Context: an optimization exercise on an open-source flow, tuned for small area, a short achievable clock period and few clock cycles per item. The choices shown serve that exercise and are no tape-out recipe. Where RTL was checked, it was by simulation tests only, not by an equivalence proof against the original.

== 09-26 ==
==> flow/design.v (excerpt) <==
module sps_eval (
    input  wire        clk,
    input  wire        rst,           
    input  wire        in_valid,
    output wire        in_ready,
    input  wire [58:0] disc_in,       
    input  wire [42:0] amul_in,       
    input  wire [15:0] pos_in,        
    input  wire [27:0] v0_in,         
    input  wire [30:0] tmul_in,       
    output reg         out_valid,
    output reg  [1:0]  err_out,       
    output wire [57:0] disc_out,      
    output wire [31:0] delta_out      
);
export LEC_CHECK = 0
export CAP_MARGIN = 0
export CORE_MARGIN = 2
export CORE_UTILIZATION = 70
export CTS_BUF_LIST = sky130_fd_sc_hd__clkbuf_4 sky130_fd_sc_hd__clkbuf_8
export PLACE_DENSITY = 0.85
export SLEW_MARGIN = 0
create_clock -name core_clock -period 10.0 [get_ports {clk}]
standard.sh (not shown) runs the stock make flow with config.mk's settings and CLKGATE_MAP_FILE= SYNTH_SCRIPT=/design/flow/synth_recipe.tcl, a recipe that flattens the netlist after the stock synthesis.
==> flow/flow/run.sh <==
#!/bin/bash
set -euo pipefail
export BUFFER_PORTS_ARGS="-buffer_cell sky130_fd_sc_hd__buf_1"
export SETUP_SLACK_MARGIN=5.0
bash standard.sh > standard_flow.log 2>&1
[inputs] 12-16 vs 09-26
--- a/flow/design.v
+++ b/flow/design.v
@@ -38,36 +38,40 @@
         input [1:0]  t;
         reg   [31:0] rs;
         reg   [32:0] df;
         begin
             rs = {r, t};
             df = {1'b0, rs} - {2'b00, s[28:0], 2'b01};
             if (!df[32]) sq_step = {df[29:0], s[27:0], 1'b1};
             else         sq_step = {rs[29:0], s[27:0], 1'b0};
         end
     endfunction
-    wire signed [60:0] d_ex = {{2{root[15]}}, root[15], rad[57:0]} + {{18{root[14]}}, root[14:0], rem[27:0]};
+    wire [60:0] d_ex;
+    wire        d_co;
+    add_bk #(61) u_dadd ({{3{root[15]}}, rad[57:0]}, {{18{root[14]}}, root[14:0], rem[27:0]}, 1'b0, d_ex, d_co);
     wire d_neg = d_ex[60];
     wire d_big = !d_ex[60] && d_ex[58];
     wire [57:0] d = d_ex[57:0];
     wire [59:0] a1 = sq_step(30'd0, 29'd0, d[57:56]);
     wire [59:0] a2 = sq_step(a1[59:29], a1[28:0], d[55:54]);
     wire [59:0] a3 = sq_step(a2[59:29], a2[28:0], d[53:52]);
     wire [32:0] sx  = {1'b0, rem, rad[57:54]};
     wire [32:0] nr3 = {{3{1'b1}}, ~root[26:0], 3'b111};
     wire [32:0] nr4 = {{2{1'b1}}, ~root[26:0], 4'b1100};
     wire [32:0] nr8 = {{2{1'b1}}, ~root[26:0], 4'b1000};
-    wire [32:0] sd1 = sx + nr3;
-    wire [32:0] sd2 = sx + nr4;
+    wire [32:0] sd1, sd2, sd3;
+    wire        sc1, sc2, sc3;
+    add_bk #(33) u_sd1 (sx, nr3, 1'b0, sd1, sc1);
+    add_bk #(33) u_sd2 (sx, nr4, 1'b0, sd2, sc2);
     wire [32:0] scs = sx ^ nr8 ^ nr3;
     wire [32:0] scc = (sx & nr8) | (sx & nr3) | (nr8 & nr3);
-    wire [32:0] sd3 = scs + {scc[31:0], 1'b0};
+    add_bk #(33) u_sd3 (scs, {scc[31:0], 1'b0}, 1'b0, sd3, sc3);
     wire        sg1 = !sd1[32], sg2 = !sd2[32], sg3 = !sd3[32];
     wire [27:0] srem_nx = sg3 ? sd3[27:0] : sg2 ? sd2[27:0] : sg1 ? sd1[27:0] : sx[27:0];
     wire [28:0] root_nx = {root[26:0], sg2, sg3 | (sg1 & !sg2)};
     wire        side_take = (d_neg || d_big || pos1 == 16'd0) && !side_v;
     reg         side_v;
     reg  [57:0] side_d;
     reg  [1:0]  side_e;
     wire [29:0] vsum;
     wire        vs_co;
     add_bk #(30) u_vsum ({2'b00, v01}, {1'b0, root}, 1'b0, vsum, vs_co);
@@ -141,28 +145,28 @@
     wire [31:0] dcs = dx1 ^ nq1 ^ nq2;
     wire [31:0] dcc = (dx1 & nq1) | (dx1 & nq2) | (nq1 & nq2);
     wire [31:0] dd1, dd2, dd3;
     wire        dc1, dc2, dc3;
     add_bk #(32) u_dd1 (dx1, nq1, 1'b0, dd1, dc1);
     add_bk #(32) u_dd2 (dx1, nq2, 1'b0, dd2, dc2);
     add_bk #(32) u_dd3 (dcs, {dcc[30:0], 1'b1}, 1'b0, dd3, dc3);
     wire        dg1 = !dd1[31], dg2 = !dd2[31], dg3 = !dd3[31];
     wire [28:0] drem_nx = dg3 ? dd3[28:0] : dg2 ? dd2[28:0] : dg1 ? dd1[28:0] : {drem[26:0], 2'b00};
     wire [1:0]  dq_nx   = {dg2, dg3 | (dg1 & !dg2)};
-    wire [32:0] ma  = {acc[30:0], 2'b00};
-    wire [32:0] mb  = qb[1] ? {tmul2, 1'b0} : 33'd0;
-    wire [32:0] mc  = qb[0] ? {2'd0, tmul2} : 33'd0;
-    wire [32:0] mcs = ma ^ mb ^ mc;
-    wire [32:0] mcc = (ma & mb) | (ma & mc) | (mb & mc);
-    wire [33:0] mlo = {1'b0, mcs} + {mcc, 1'b0};
-    wire [22:0] mhi = acc[53:31] + 23'd1;
-    wire [55:0] acc_nx = {mlo[33] ? mhi : acc[53:31], mlo[32:0]};
+    wire [55:0] ma  = {acc[53:0], 2'b00};
+    wire [55:0] mb  = qb[1] ? {24'd0, tmul2, 1'b0} : 56'd0;
+    wire [55:0] mc  = qb[0] ? {25'd0, tmul2} : 56'd0;
+    wire [55:0] mcs = ma ^ mb ^ mc;
+    wire [55:0] mcc = (ma & mb) | (ma & mc) | (mb & mc);
+    wire [55:0] acc_nx;
+    wire        acc_co;
+    add_bk #(56) u_acc (mcs, {mcc[54:0], 1'b0}, 1'b0, acc_nx, acc_co);
     wire skip = neg1 | big1 | pz | div0;
     wire drain = side_v && !busy2;
     always @(posedge clk) begin
         if (rst) begin
             busy2     <= 1'b0;
             out_valid <= 1'b0;
             side_v    <= 1'b0;
         end else begin
             out_valid <= 1'b0;
             if (s1 == P_ADD && side_take)
==> comparison <==
12-16 closes out successfully: all stages finished, all timing, DRC and antenna checks passed.
On synthesized area, 09-26 loses to 12-16.
Going from 09-26 to 12-16, number of max-capacitance violations reported closely matched the old numbers; aggregate routed wire length decreased by about 16% relative to the old numbers; largest fanout on the critical path increased by 4 relative to the old numbers; endpoint required time on the critical path decreased by 20 ps relative to the old numbers.
Signed area change from the synthesized netlist to the final layout (higher): 09-26
Function was not checked in any run of this note: the RTL went through the layout flow alone.

---

sps_eval, a different RTL version from the one above (not shown whole).
Size in the first run: about 3,300 cells after synthesis, roughly 410 flip-flops, about 270 I/O pins, roughly 29,000 sq um of cells after synthesis.
==> module sps_eval, before the edit <==
module sps_eval (
    input  wire        clk,
    input  wire        rst,           
    input  wire        in_valid,
    output wire        in_ready,
    input  wire [58:0] disc_in,       
    input  wire [42:0] amul_in,       
    input  wire [15:0] pos_in,        
    input  wire [27:0] v0_in,         
    input  wire [30:0] tmul_in,       
    output reg         out_valid,
    output reg  [1:0]  err_out,       
    output wire [57:0] disc_out,      
    output wire [31:0] delta_out      
);
    localparam [1:0] E_OK    = 2'd0;
    localparam [1:0] E_RANGE = 2'd1;
    localparam [1:0] E_DIV0  = 2'd2;
    localparam [1:0] E_NEG   = 2'd3;
    localparam [1:0] P_IDLE = 2'd0;
    localparam [1:0] P_ADD  = 2'd1;
    localparam [1:0] P_SQRT = 2'd2;
    localparam [1:0] P_FULL = 2'd3;
    reg [1:0]  s1;
    reg [3:0]  c1;
    reg [57:0] rad;       
    reg [29:0] rem;       
    reg [28:0] root;      
    reg [15:0] pos1;
    reg [27:0] v01;
    reg [30:0] tmul1;
    reg        neg1, big1;
    assign in_ready = s1[0] == s1[1];     
    function [59:0] sq_step;              
        input [29:0] r;
        input [28:0] s;
        input [1:0]  t;
        reg   [31:0] rs;
        reg   [32:0] df;
        begin
            rs = {r, t};
            df = {1'b0, rs} - {2'b00, s[28:0], 2'b01};
            if (!df[32]) sq_step = {df[29:0], s[27:0], 1'b1};
            else         sq_step = {rs[29:0], s[27:0], 1'b0};
        end
    endfunction
    wire signed [60:0] d_ex = {{2{root[13]}}, root[13], rad[57:0]} + {{18{root[12]}}, root[12:0], rem[29:0]};
    wire d_neg = d_ex[60];
    wire d_big = !d_ex[60] && d_ex[58];
    wire [57:0] d = d_ex[57:0];
    wire [59:0] a1 = sq_step(30'd0, 29'd0, d[57:56]);
    wire [59:0] a2 = sq_step(a1[59:29], a1[28:0], d[55:54]);
    wire [59:0] a3 = sq_step(a2[59:29], a2[28:0], d[53:52]);
    wire [59:0] r1 = sq_step(rem, root, rad[57:56]);
    wire [59:0] r2 = sq_step(r1[59:29], r1[28:0], rad[55:54]);
    wire [29:0] vsum = {2'b00, v01} + {1'b0, root};
    wire        pz   = (pos1 == 16'd0);
    wire        div0 = (vsum[29:1] == 29'd0);
    always @(posedge clk) begin
        if (rst) begin
            s1 <= P_IDLE;
        end else begin
            case (s1)
                P_ADD:   s1 <= P_SQRT;
                P_SQRT:  if (c1 == 4'd12) s1 <= P_FULL;
                default: s1 <= in_valid ? P_ADD : P_IDLE;
            endcase
        end
        c1 <= (s1 == P_SQRT) ? c1 + 4'd1 : 4'd0;
        case (s1)
            P_ADD: begin
                rad  <= (d_neg || d_big) ? 58'd0 : {d[51:0], d[57:52]};
                rem  <= a3[59:29];
                root <= a3[28:0];
                neg1 <= d_neg;
                big1 <= d_big;
            end
            P_SQRT: begin
                rad  <= {rad[53:0], rad[57:54]};
                rem  <= r2[59:29];
                root <= r2[28:0];
            end
            default: begin
                rad  <= disc_in[57:0];
                rem  <= amul_in[29:0];
                root <= {15'd0, disc_in[58], amul_in[42:30]};
            end
        endcase
        if (in_ready) begin
            pos1  <= pos_in;
            v01   <= v0_in;
            tmul1 <= tmul_in;
        end
    end
    wire handoff = (s1 == P_FULL);
    reg        busy2;
    reg [3:0]  c2;
    reg [57:0] disc2;
    reg [28:0] q2;
    reg [28:0] drem;
    reg [30:0] tmul2;
    reg [55:0] acc;
    reg [1:0]  qb;
    reg        rerr;
    assign disc_out  = disc2;
    assign delta_out = acc[55:24];
    function [29:0] dv_step;              
        input [28:0] r;
        input [28:0] dq;
        reg   [29:0] rs;
        reg   [30:0] df;
        begin
            rs = {r, 1'b0};
            df = {1'b0, rs} - {2'b00, dq};
            if (!df[30]) dv_step = {df[28:0], 1'b1};
            else         dv_step = {rs[28:0], 1'b0};
        end
    endfunction
    wire [29:0] e1 = dv_step(drem, q2);
    wire [29:0] e2 = dv_step(e1[29:1], q2);
    wire [55:0] acc_nx = {acc[53:0], 2'b00} + (qb[1] ? {24'd0, tmul2, 1'b0} : 56'd0)
                                            + (qb[0] ? {25'd0, tmul2} : 56'd0);
    wire skip = neg1 | big1 | pz | div0;
    always @(posedge clk) begin
        if (rst) begin
            busy2     <= 1'b0;
            out_valid <= 1'b0;
        end else begin
            out_valid <= 1'b0;
            if (handoff) begin
                busy2     <= !skip;
                out_valid <= skip;
            end else if (busy2 && c2 == 4'd13) begin
                busy2     <= 1'b0;
                out_valid <= 1'b1;
            end
        end
        if (handoff) begin
            c2    <= 4'd0;
            disc2 <= rad;
            q2    <= vsum[29:1];
            drem  <= {3'd0, pos1, 10'd0};
            tmul2 <= tmul1;
            acc   <= 56'd0;
            qb    <= 2'b00;
            rerr  <= 1'b0;
            err_out <= neg1 ? E_NEG : big1 ? E_RANGE : pz ? E_OK : div0 ? E_DIV0 : E_OK;
        end else begin
            c2   <= c2 + 4'd1;
            drem <= e2[29:1];
            qb   <= {e1[0], e2[0]};
            if (c2 == 4'd0 && e1[0]) begin
                rerr    <= 1'b1;
                err_out <= E_RANGE;
            end
            if (!rerr)
                acc <= acc_nx;
        end
    end
endmodule
Settings: LEC_CHECK=0, CAP_MARGIN=20, CORE_MARGIN=2, CORE_UTILIZATION=40, PLACE_DENSITY=0.6, SLEW_MARGIN=20; clock period 10.0 ns.
run.sh (not shown) runs the stock make flow with config.mk's settings and CLKGATE_MAP_FILE= SYNTH_SCRIPT=/design/flow/synth_recipe.tcl, a recipe that flattens the netlist after the stock synthesis.
Stock flow here: none of the scripts above is used.
The first run went through all stages and came out clean.
Testbench counts at the start, summed over its fixed seeds: cycles 48,106, items 3,200.
Edit:
--- a/flow/design.v
+++ b/flow/design.v
@@ -48,14 +48,24 @@
     wire d_neg = d_ex[60];
     wire d_big = !d_ex[60] && d_ex[58];
     wire [57:0] d = d_ex[57:0];
     wire [59:0] a1 = sq_step(30'd0, 29'd0, d[57:56]);
     wire [59:0] a2 = sq_step(a1[59:29], a1[28:0], d[55:54]);
     wire [59:0] a3 = sq_step(a2[59:29], a2[28:0], d[53:52]);
-    wire [59:0] r1 = sq_step(rem, root, rad[57:56]);
-    wire [59:0] r2 = sq_step(r1[59:29], r1[28:0], rad[55:54]);
+    wire [35:0] sx  = {2'b00, rem, rad[57:54]};
+    wire [35:0] nr3 = {{4{1'b1}}, ~root[28:0], 3'b111};
+    wire [35:0] nr4 = {{3{1'b1}}, ~root[28:0], 4'b1100};
+    wire [35:0] nr8 = {{3{1'b1}}, ~root[28:0], 4'b1000};
+    wire [35:0] sd1 = sx + nr3;
+    wire [35:0] sd2 = sx + nr4;
+    wire [35:0] scs = sx ^ nr8 ^ nr3;
+    wire [35:0] scc = (sx & nr8) | (sx & nr3) | (nr8 & nr3);
+    wire [35:0] sd3 = scs + {scc[34:0], 1'b0};
+    wire        sg1 = !sd1[35], sg2 = !sd2[35], sg3 = !sd3[35];
+    wire [29:0] srem_nx = sg3 ? sd3[29:0] : sg2 ? sd2[29:0] : sg1 ? sd1[29:0] : sx[29:0];
+    wire [28:0] root_nx = {root[26:0], sg2, sg3 | (sg1 & !sg2)};
     wire [29:0] vsum = {2'b00, v01} + {1'b0, root};
     wire        pz   = (pos1 == 16'd0);
     wire        div0 = (vsum[29:1] == 29'd0);
     always @(posedge clk) begin
         if (rst) begin
             s1 <= P_IDLE;
@@ -74,14 +84,14 @@
                 root <= a3[28:0];
                 neg1 <= d_neg;
                 big1 <= d_big;
             end
             P_SQRT: begin
                 rad  <= {rad[53:0], rad[57:54]};
-                rem  <= r2[59:29];
-                root <= r2[28:0];
+                rem  <= srem_nx;
+                root <= root_nx;
             end
             default: begin
                 rad  <= disc_in[57:0];
                 rem  <= amul_in[29:0];
                 root <= {15'd0, disc_in[58], amul_in[42:30]};
             end
@@ -101,28 +111,29 @@
     reg [30:0] tmul2;
     reg [55:0] acc;
     reg [1:0]  qb;
     reg        rerr;
     assign disc_out  = disc2;
     assign delta_out = acc[55:24];
-    function [29:0] dv_step;              
-        input [28:0] r;
-        input [28:0] dq;
-        reg   [29:0] rs;
-        reg   [30:0] df;
-        begin
-            rs = {r, 1'b0};
-            df = {1'b0, rs} - {2'b00, dq};
-            if (!df[30]) dv_step = {df[28:0], 1'b1};
-            else         dv_step = {rs[28:0], 1'b0};
-        end
-    endfunction
-    wire [29:0] e1 = dv_step(drem, q2);
-    wire [29:0] e2 = dv_step(e1[29:1], q2);
-    wire [55:0] acc_nx = {acc[53:0], 2'b00} + (qb[1] ? {24'd0, tmul2, 1'b0} : 56'd0)
-                                            + (qb[0] ? {25'd0, tmul2} : 56'd0);
+    wire [32:0] dx1 = {2'b00, drem, 2'b01};
+    wire [32:0] nq1 = {{4{1'b1}}, ~q2};
+    wire [32:0] nq2 = {{3{1'b1}}, ~q2, 1'b1};
+    wire [32:0] dd1 = dx1 + nq1;
+    wire [32:0] dd2 = dx1 + nq2;
+    wire [32:0] dcs = dx1 ^ nq1 ^ nq2;
+    wire [32:0] dcc = (dx1 & nq1) | (dx1 & nq2) | (nq1 & nq2);
+    wire [32:0] dd3 = dcs + {dcc[31:0], 1'b1};
+    wire        dg1 = !dd1[32], dg2 = !dd2[32], dg3 = !dd3[32];
+    wire [28:0] drem_nx = dg3 ? dd3[28:0] : dg2 ? dd2[28:0] : dg1 ? dd1[28:0] : {drem[26:0], 2'b00};
+    wire [1:0]  dq_nx   = {dg2, dg3 | (dg1 & !dg2)};
+    wire [55:0] ma  = {acc[53:0], 2'b00};
+    wire [55:0] mb  = qb[1] ? {24'd0, tmul2, 1'b0} : 56'd0;
+    wire [55:0] mc  = qb[0] ? {25'd0, tmul2} : 56'd0;
+    wire [55:0] mcs = ma ^ mb ^ mc;
+    wire [55:0] mcc = (ma & mb) | (ma & mc) | (mb & mc);
+    wire [55:0] acc_nx = mcs + {mcc[54:0], 1'b0};
     wire skip = neg1 | big1 | pz | div0;
     always @(posedge clk) begin
         if (rst) begin
             busy2     <= 1'b0;
             out_valid <= 1'b0;
         end else begin
@@ -144,15 +155,15 @@
             acc   <= 56'd0;
             qb    <= 2'b00;
             rerr  <= 1'b0;
             err_out <= neg1 ? E_NEG : big1 ? E_RANGE : pz ? E_OK : div0 ? E_DIV0 : E_OK;
         end else begin
             c2   <= c2 + 4'd1;
-            drem <= e2[29:1];
-            qb   <= {e1[0], e2[0]};
-            if (c2 == 4'd0 && e1[0]) begin
+            drem <= drem_nx;
+            qb   <= dq_nx;
+            if (c2 == 4'd0 && dg2) begin
                 rerr    <= 1'b1;
                 err_out <= E_RANGE;
             end
             if (!rerr)
                 acc <= acc_nx;
         end
Effect:
- final cell count grows by a little under a tenth
- routed wire length grows by roughly a tenth
- via count grows by roughly a tenth
- register-to-register slack gets better by 2000 ps
- global-route usage grows by 0.50 points
Testbench counts after the change, summed over its fixed seeds: cycles 48,106, items 3,200.

-- re-timing with driven ports --
Ports are ideal in the flow. The routed layouts listed here were re-timed in OpenROAD.
Step 1: set_driving_cell puts a clkbuf_16 on clk and a buf_2 on each other input, an assumption about the parent block.
Step 2 moves the port delays by t, midway between the first and last clock arrival at a register: inputs arrive t later, outputs are due t later. That takes back most of the time a late clock gives input paths.
Slacks: ideal ports / drivers / drivers and shift; pairs: ideal ports / drivers.
run | shift t [ns] | setup slack, ns | worst register clock-pin slew, ns | cell pins on the clock port's net
09-26 | 0.763 | 4.978 / 4.978 / 4.978 | 0.07 / 0.07 | 1
12-16 | 0.722 | 4.678 / 4.678 / 4.678 | 0.08 / 0.08 | 1
the first run of note 2 | 0.664 | 2.477 / 2.477 / 2.477 | 0.06 / 0.06 | 1
the second run of note 2 | 0.674 | 4.459 / 4.459 / 4.459 | 0.07 / 0.07 | 1
After both steps every run listed still meets setup and hold.
